What follows belongs to an exercise in optimizing a design on an open flow for small area, a short achievable clock period and few clock cycles per item; a production flow would make more cautious choices. The RTL was checked by simulation tests, not by an equivalence proof against the original design.

==> inputs of delta <==
## tbacc
module tbacc (
    input  wire         clk,
    input  wire         rst,
    input  wire         cmd_valid,
    output wire         cmd_ready,
    input  wire [7:0]   cmd_op,
    input  wire [63:0]  cmd_a,
    input  wire [63:0]  cmd_b,
    output wire         rsp_valid,
    output wire [7:0]   rsp_status,
    output wire [63:0]  rsp_data,
    output wire         mem_req,
    output wire         mem_wide,
    output wire [31:0]  mem_addr,
    input  wire         mem_ack,
    input  wire [63:0]  mem_rdata,
    input  wire         mem_err,
    output wire [63:0]  value_o,
    output wire [15:0]  status_o
);
    reg         ready_q;
    reg         vq;                     
    reg         oi, o8, o16, o32, o64, ob, of, orv;    
    reg  [63:0] a_q, b_q;
    reg  [63:0] value;
    reg         fin;                    
    reg  [2:0]  fault;                  
    reg         nz;                     
    reg  [63:0] m;                      
    reg         blk;                    
  ...
clock: 12.5 ns
lec_check: 0
cap_margin: 20
core_margin: 2
core_utilization: 40
place_density: 0.6
slew_margin: 20
synth_hierarchical: 1
tns_end_percent: 0
standard.sh (not shown) runs the stock make flow with config.mk's settings and CLKGATE_MAP_FILE= SYNTH_SCRIPT=/design/flow/synth_recipe.tcl, a recipe that flattens the netlist after the stock synthesis.
==> flow/flow/run.sh <==
#!/bin/bash
set -euo pipefail
bash standard.sh SETUP_SLACK_MARGIN=9 "BUFFER_PORTS_ARGS=-buffer_cell sky130_fd_sc_hd__buf_4" finish > standard.log 2>&1
==> harbor: changes against delta <==
--- a/flow/design.v
+++ b/flow/design.v
@@ -2,19 +2,18 @@
     parameter R0 = 13,
     parameter R1 = 21
 ) (
     input  wire [63:0] p,
     input  wire [63:0] q,
-    input  wire [63:0] x,
     input  wire        sel,
     output wire [63:0] s,
     output wire [63:0] t
 );
     wire [63:0] q0 = {q[63-R0:0], q[63:64-R0]};
     wire [63:0] q1 = {q[63-R1:0], q[63:64-R1]};
     tbacc_add64 u_add (.a(p), .b(q), .s(s));
-    assign t = ((sel ? q1 : q0) ^ x) ^ s;
+    assign t = (sel ? q1 : q0) ^ s;
 endmodule
 module tbacc_add64 (
     input  wire [63:0] a,
     input  wire [63:0] b,
     output wire [63:0] s
@@ -46,40 +45,41 @@
     input  wire [63:0] seed0,
     input  wire [63:0] seed1,
     input  wire        chunk_wr,
     input  wire        fin_go,
     input  wire [63:0] m,
-    input  wire [63:0] xin,           
+    input  wire [63:0] value,
     output wire        m_busy,        
     output wire        m_busy_next,
-    output wire        fin_load,      
     output wire        f2,            
     output wire        rl,            
-    output wire [63:0] dig
+    output wire [63:0] digest_reg
 );
     localparam S_IDLE = 4'd0;
     localparam S_C1   = 4'd1;
     localparam S_C2   = 4'd2;
     localparam S_F1   = 4'd8;
     localparam S_F2   = 4'd9;
     localparam S_RL   = 4'd15;
     reg  [3:0]  cs;
     reg         fin_pend;
-    reg         busy_q, h1_q, cmp2_q, f2_q, rl_q, mb_q;
     reg  [63:0] A, B, C, D;
-    wire        fgo = fin_go || fin_pend;
-    wire        fin_load_i = !init && !chunk_wr && (cs == S_IDLE || cs == S_C2) && fgo;
-    wire        xen = chunk_wr | fin_load_i;
-    wire [63:0] xm  = xin & {64{xen}};
-    wire [63:0] m2 = m & {64{cmp2_q}};
+    wire h1   = (cs == S_C1) || (cs[3] && !cs[0]);
+    wire busy = (cs != S_IDLE);
+    wire fcmp = (cs == S_F1) || (cs == S_F2);
+    wire [63:0] msrc = fcmp ? value : m;
+    wire cmp1 = (cs == S_C1) || (cs == S_F1);
+    wire cmp2 = (cs == S_C2) || (cs == S_F2);
+    wire [63:0] q2 = cmp1 ? (D ^ msrc) : D;
     wire [63:0] s1, t1, s2, t2;
-    tbacc_sipround #(.R0(21), .R1(13)) u_p1 (.p(A), .q(B), .x(xm),    .sel(h1_q), .s(s1), .t(t1));
-    tbacc_sipround #(.R0(17), .R1(16)) u_p2 (.p(C), .q(D), .x(64'd0), .sel(h1_q), .s(s2), .t(t2));
+    tbacc_sipround #(.R0(21), .R1(13)) u_p1 (.p(A), .q(B),  .sel(h1), .s(s1), .t(t1));
+    tbacc_sipround #(.R0(17), .R1(16)) u_p2 (.p(C), .q(q2), .sel(h1), .s(s2), .t(t2));
     wire [63:0] s1r = {s1[31:0], s1[63:32]};
     wire [63:0] s2r = {s2[31:0], s2[63:32]};
     wire [63:0] dx  = {D[46:0], D[63:47]} ^ {B[42:0], B[63:43]};
-    assign dig = dx ^ s2 ^ s2r;
+    wire [63:0] dig = dx ^ s2 ^ s2r;
+    wire fgo = fin_go || fin_pend;
     reg [3:0] cs_n;
     always @(*) begin
         if (init)
             cs_n = S_IDLE;
         else if (chunk_wr)
@@ -93,55 +93,41 @@
     end
     always @(posedge clk) begin
         if (rst) begin
             cs       <= S_IDLE;
             fin_pend <= 1'b0;
-            busy_q   <= 1'b0;
-            h1_q     <= 1'b0;
-            cmp2_q   <= 1'b0;
-            f2_q     <= 1'b0;
-            rl_q     <= 1'b0;
-            mb_q     <= 1'b0;
         end else begin
             cs <= cs_n;
             if (init || cs_n == S_F1)
                 fin_pend <= 1'b0;
             else if (fin_go)
                 fin_pend <= 1'b1;
-            busy_q <= (cs_n != S_IDLE);
-            h1_q   <= (cs_n == S_C1) || (cs_n[3] && !cs_n[0]);
-            cmp2_q <= (cs_n == S_C2) || (cs_n == S_F2);
-            f2_q   <= (cs_n == S_F2);
-            rl_q   <= (cs_n == S_RL);
-            mb_q   <= (cs_n == S_C1);
         end
     end
     always @(posedge clk) begin
         if (init) begin
             A <= seed0 ^ 64'h736f6d6570736575;
             B <= seed1 ^ 64'h646f72616e646f6d;
             C <= seed0 ^ 64'h6c7967656e657261;
             D <= seed1 ^ 64'h7465646279746573;
-        end else if (busy_q) begin
-            if (h1_q) begin
+        end else if (busy) begin
+            if (h1) begin
                 A <= s1r;
                 C <= s2;
             end else begin
-                A <= s1 ^ m2;
-                C <= s2r ^ {56'd0, {8{f2_q}}};
+                A <= (cs == S_RL) ? dig : (cmp2 ? (s1 ^ msrc) : s1);
+                C <= s2r ^ {56'd0, {8{cs == S_F2}}};
             end
             B <= t2;
             D <= t1;
-        end else if (xen) begin
-            D <= D ^ xin;
         end
     end
-    assign m_busy      = mb_q;
+    assign m_busy      = (cs == S_C1);
     assign m_busy_next = (cs_n == S_C1);
-    assign fin_load    = fin_load_i;
-    assign f2          = f2_q;
-    assign rl          = rl_q;
+    assign f2          = (cs == S_F2);
+    assign rl          = (cs == S_RL);
+    assign digest_reg  = A;
 endmodule
 module tbacc_tailbuf (
     input  wire [63:0] value,
     input  wire [63:0] src,
     input  wire [3:0]  n,
@@ -212,11 +198,11 @@
     reg         mreq, mwide;
     reg  [2:0]  gcnt;                   
     reg         gdone;                  
     reg  [3:0]  gn;                     
     reg         errq;                   
-    reg         rsp_q;
+    reg         rsp_q, rsp_fin_q;
     wire d_init = (cmd_op == 8'h01);
     wire d_8    = (cmd_op == 8'h10);
     wire d_16   = (cmd_op == 8'h11);
     wire d_32   = (cmd_op == 8'h12);
     wire d_64   = (cmd_op == 8'h13) || (cmd_op == 8'h14);
@@ -226,10 +212,11 @@
     wire [2:0] c = value[58:56];
     wire typed = o8 | o16 | o32 | o64;
     wire [3:0] n_typed = o8 ? 4'd1 : o16 ? 4'd2 : o32 ? 4'd4 : 4'd8;
     wire tchunk = o64 | (o32 & c[2]) | (o16 & c[2] & c[1]) | (o8 & (c == 3'd7));
     wire        m_busy, m_busy_next, core_f2, core_rl;
+    wire [63:0] digest_reg;
     wire        chunk_wr;
     wire        init_x, fin_x;
     wire ex      = vq & !blk & !(typed & !nz & !fin & tchunk & m_busy);
     wire [32:0] range_end = {1'b0, a_q[31:0]} + {1'b0, b_q[31:0]};
     wire wraps   = range_end[32] & (range_end[31:0] != 32'd0);
@@ -252,18 +239,15 @@
     tbacc_tailbuf u_tailbuf (
         .value(value), .src(ap_src), .n(ap_n),
         .new_value(ap_value), .chunk(ap_chunk), .chunk_valid(ap_cv)
     );
     assign chunk_wr = ap_en & ap_cv;
-    wire        fin_load;
-    wire [63:0] m_n = chunk_wr ? ap_chunk : value;
-    wire [63:0] dig;
     tbacc_sipcore u_core (
         .clk(clk), .rst(rst), .init(init_x), .seed0(a_q), .seed1(b_q),
-        .chunk_wr(chunk_wr), .fin_go(fin_x), .m(m), .xin(m_n),
-        .m_busy(m_busy), .m_busy_next(m_busy_next), .fin_load(fin_load),
-        .f2(core_f2), .rl(core_rl), .dig(dig)
+        .chunk_wr(chunk_wr), .fin_go(fin_x), .m(m), .value(value),
+        .m_busy(m_busy), .m_busy_next(m_busy_next), .f2(core_f2), .rl(core_rl),
+        .digest_reg(digest_reg)
     );
     wire        rd_ack  = rd & mem_ack;
     wire [31:0] cur_n   = a_q[31:0] + (mwide ? 32'd8 : 32'd1);
     wire [31:0] rem_n   = b_q[31:0] - (mwide ? 32'd8 : 32'd1);
     wire        more    = (rem_n != 32'd0);
@@ -290,22 +274,18 @@
         if (x_bytes) rd_n = 1'b1;
         if (rd_ack & (mem_err | !more)) rd_n = 1'b0;
     end
     wire cap    = cmd_valid & ready_q;
     wire hold_n = cap | (vq & !ex);
-    wire [2:0] c_n = c + ap_n[2:0];    
+    wire [2:0] c_n = value_n[58:56];
     wire n8  = ready_q ? d_8  : o8;
     wire n16 = ready_q ? d_16 : o16;
     wire n32 = ready_q ? d_32 : o32;
     wire n64 = ready_q ? d_64 : o64;
     wire nb  = ready_q ? d_b  : ob;
     wire tchunk_n = n64 | (n32 & c_n[2]) | (n16 & c_n[2] & c_n[1]) | (n8 & (c_n == 3'd7));
     wire ready_n = !rd_n & (!hold_n | (!blk_n & !nb & !(tchunk_n & m_busy_next)));
-    wire fin_n  = init_x ? 1'b0 : (core_f2 ? 1'b1 : fin);
-    wire nz_n   = nz | x_rv | x_wrap | x_nohash | errq;
-    wire early  = cap & d_b & !cmd_a[31] & !cmd_b[31] & (cmd_b[31:0] != 32'd0) &
-                  !nz_n & !fin_n & !blk_n;
     always @(posedge clk) begin
         if (rst) begin
             ready_q   <= 1'b1;
             vq        <= 1'b0;
             value     <= 64'd1;
@@ -317,10 +297,11 @@
             bm        <= 1'b0;
             mreq      <= 1'b0;
             gdone     <= 1'b0;
             errq      <= 1'b0;
             rsp_q     <= 1'b0;
+            rsp_fin_q <= 1'b0;
         end else begin
             ready_q <= ready_n;
             vq      <= ready_q ? cmd_valid : (vq & !ex);
             value   <= value_n;
             blk     <= blk_n;
@@ -341,20 +322,15 @@
             end
             if (x_bytes)
                 bm <= 1'b1;
             else if (bytes_done | errq)
                 bm <= 1'b0;
-            if (early) begin
-                mreq  <= 1'b1;
-                mwide <= (cmd_a[2:0] == 3'd0) && (cmd_b[31:3] != 29'd0);
-            end else if (x_bytes) begin
+            if (x_bytes) begin
                 mreq  <= 1'b1;
                 mwide <= (a_q[2:0] == 3'd0) && (b_q[31:3] != 29'd0);
-            end
-            if (x_bytes)
                 gcnt  <= 3'd0;
-            if (rd_ack) begin
+            end else if (rd_ack) begin
                 if (mem_err) begin
                     mreq <= 1'b0;
                 end else begin
                     mreq  <= more;
                     mwide <= wide_n;
@@ -362,21 +338,19 @@
                 end
             end
             gdone <= rd_ack & !mem_err & gend;
             errq  <= rd_ack & mem_err;
             rsp_q     <= x_simple | bytes_done | errq | core_rl;
+            rsp_fin_q <= core_rl;
         end
     end
     always @(posedge clk)
         if (rd_ack)
             gn <= mwide ? 4'd8 : {1'b0, gcnt} + 4'd1;
     always @(posedge clk)
-        if (chunk_wr | fin_load)
-            m <= m_n;
-    reg  [63:0] dig_q;
-    always @(posedge clk)
-        dig_q <= dig & {64{core_rl}};
+        if (chunk_wr)
+            m <= ap_chunk;
     integer i;
     always @(posedge clk) begin
         if (ready_q) begin
             a_q <= cmd_a;
             b_q <= cmd_b;
@@ -403,11 +377,11 @@
         end
     end
     assign cmd_ready  = ready_q;
     assign rsp_valid  = rsp_q;
     assign rsp_status = {5'd0, fault};
-    assign rsp_data   = dig_q;
+    assign rsp_data   = digest_reg & {64{rsp_fin_q}};
     assign mem_req    = mreq;
     assign mem_wide   = mwide;
     assign mem_addr   = a_q[31:0];
     assign value_o    = value;
     assign status_o   = {5'd0, fault, 6'd0, nz, fin};
==> flow/run.sh (new file) <==
#!/bin/bash
# synth_recipe.tcl (not shown) runs the flow's synth.tcl, then flattens the netlist and writes it again
# the make line also repeats each setting of config.mk as NAME=value (left out here)
make -C /OpenROAD-flow-scripts/flow DESIGN_CONFIG=/design/flow/config.mk WORK_HOME=/design/flow/orfs CLKGATE_MAP_FILE= SYNTH_SCRIPT=/design/flow/synth_recipe.tcl finish
- SETUP_SLACK_MARGIN: default -> 5
- SYNTH_HIERARCHICAL: 1 -> default
- TNS_END_PERCENT: 0 -> default
removed: flow/flow/run.sh
removed: flow/standard.sh
==> juniper: changes against delta <==
--- a/flow/design.v
+++ b/flow/design.v
@@ -298,14 +298,10 @@
     wire n32 = ready_q ? d_32 : o32;
     wire n64 = ready_q ? d_64 : o64;
     wire nb  = ready_q ? d_b  : ob;
     wire tchunk_n = n64 | (n32 & c_n[2]) | (n16 & c_n[2] & c_n[1]) | (n8 & (c_n == 3'd7));
     wire ready_n = !rd_n & (!hold_n | (!blk_n & !nb & !(tchunk_n & m_busy_next)));
-    wire fin_n  = init_x ? 1'b0 : (core_f2 ? 1'b1 : fin);
-    wire nz_n   = nz | x_rv | x_wrap | x_nohash | errq;
-    wire early  = cap & d_b & !cmd_a[31] & !cmd_b[31] & (cmd_b[31:0] != 32'd0) &
-                  !nz_n & !fin_n & !blk_n;
     always @(posedge clk) begin
         if (rst) begin
             ready_q   <= 1'b1;
             vq        <= 1'b0;
             value     <= 64'd1;
@@ -341,20 +337,15 @@
             end
             if (x_bytes)
                 bm <= 1'b1;
             else if (bytes_done | errq)
                 bm <= 1'b0;
-            if (early) begin
-                mreq  <= 1'b1;
-                mwide <= (cmd_a[2:0] == 3'd0) && (cmd_b[31:3] != 29'd0);
-            end else if (x_bytes) begin
+            if (x_bytes) begin
                 mreq  <= 1'b1;
                 mwide <= (a_q[2:0] == 3'd0) && (b_q[31:3] != 29'd0);
-            end
-            if (x_bytes)
                 gcnt  <= 3'd0;
-            if (rd_ack) begin
+            end else if (rd_ack) begin
                 if (mem_err) begin
                     mreq <= 1'b0;
                 end else begin
                     mreq  <= more;
                     mwide <= wide_n;
- SYNTH_HIERARCHICAL: 1 -> default
==> results.txt <==
In harbor the non-clock buffer count is lower than in juniper, by 80. Between delta and harbor, the lower worst setup slack is in harbor (gap 3200 ps). Fmax: juniper is larger than harbor (about 60%). Between delta and harbor, the lower first-iteration DRC count is in harbor (gap 20%, measured against harbor). Against delta, the count of clock-buffer cells in the layout of juniper is lower by 4. Between harbor and juniper, the lower sequential cell count is in harbor (gap 69). Between juniper and delta, the lower core utilization is in juniper (gap 1.9 points). Die area: delta > juniper > harbor.
Testbench counts of delta, summed over its fixed seeds: cycles 16,276, hashes 384.
Testbench counts of harbor, summed over its fixed seeds: cycles 16,824, hashes 384.
Testbench counts of juniper, summed over its fixed seeds: cycles 16,824, hashes 384.

[separate check: timing with driven ports]
No port has a modelled driver above. Below, the same layouts with a new extraction and two added sets of constraints. Step 1 (the two cells are an assumption about what drives the block):
set clk [get_ports {clk}]
set_driving_cell -lib_cell sky130_fd_sc_hd__clkbuf_16 $clk
set_driving_cell -lib_cell sky130_fd_sc_hd__buf_2 [delete_from_list [all_inputs] $clk]
Step 2 moves the port delays by t, midway between the first and last clock arrival at a register: inputs arrive t later, outputs are due t later. That takes back most of the time a late clock gives input paths. a / b / c = no drivers / after step 1 / after step 2; a / b = the first two.
run | t, ns | slack for setup (ns) | worst hold slack (ns) | clock arrival spread, ns | pins driven straight from the clock port
delta | 0.767 | 8.161 / 8.161 / 7.665 | 0.512 / 0.512 / 0.512 | 0.062 / 0.062 | 1
harbor | 0.746 | 4.962 / 4.962 / 4.962 | 0.535 / 0.535 / 0.535 | 0.024 / 0.024 | 1
juniper | 0.752 | 7.690 / 7.690 / 7.690 | 0.522 / 0.522 / 0.522 | 0.033 / 0.033 | 1
After both steps every run listed still meets setup and hold. For delta, which loses most, drivers alone change the setup slack by 0.000 ns; drivers and shift together by -0.496 ns.
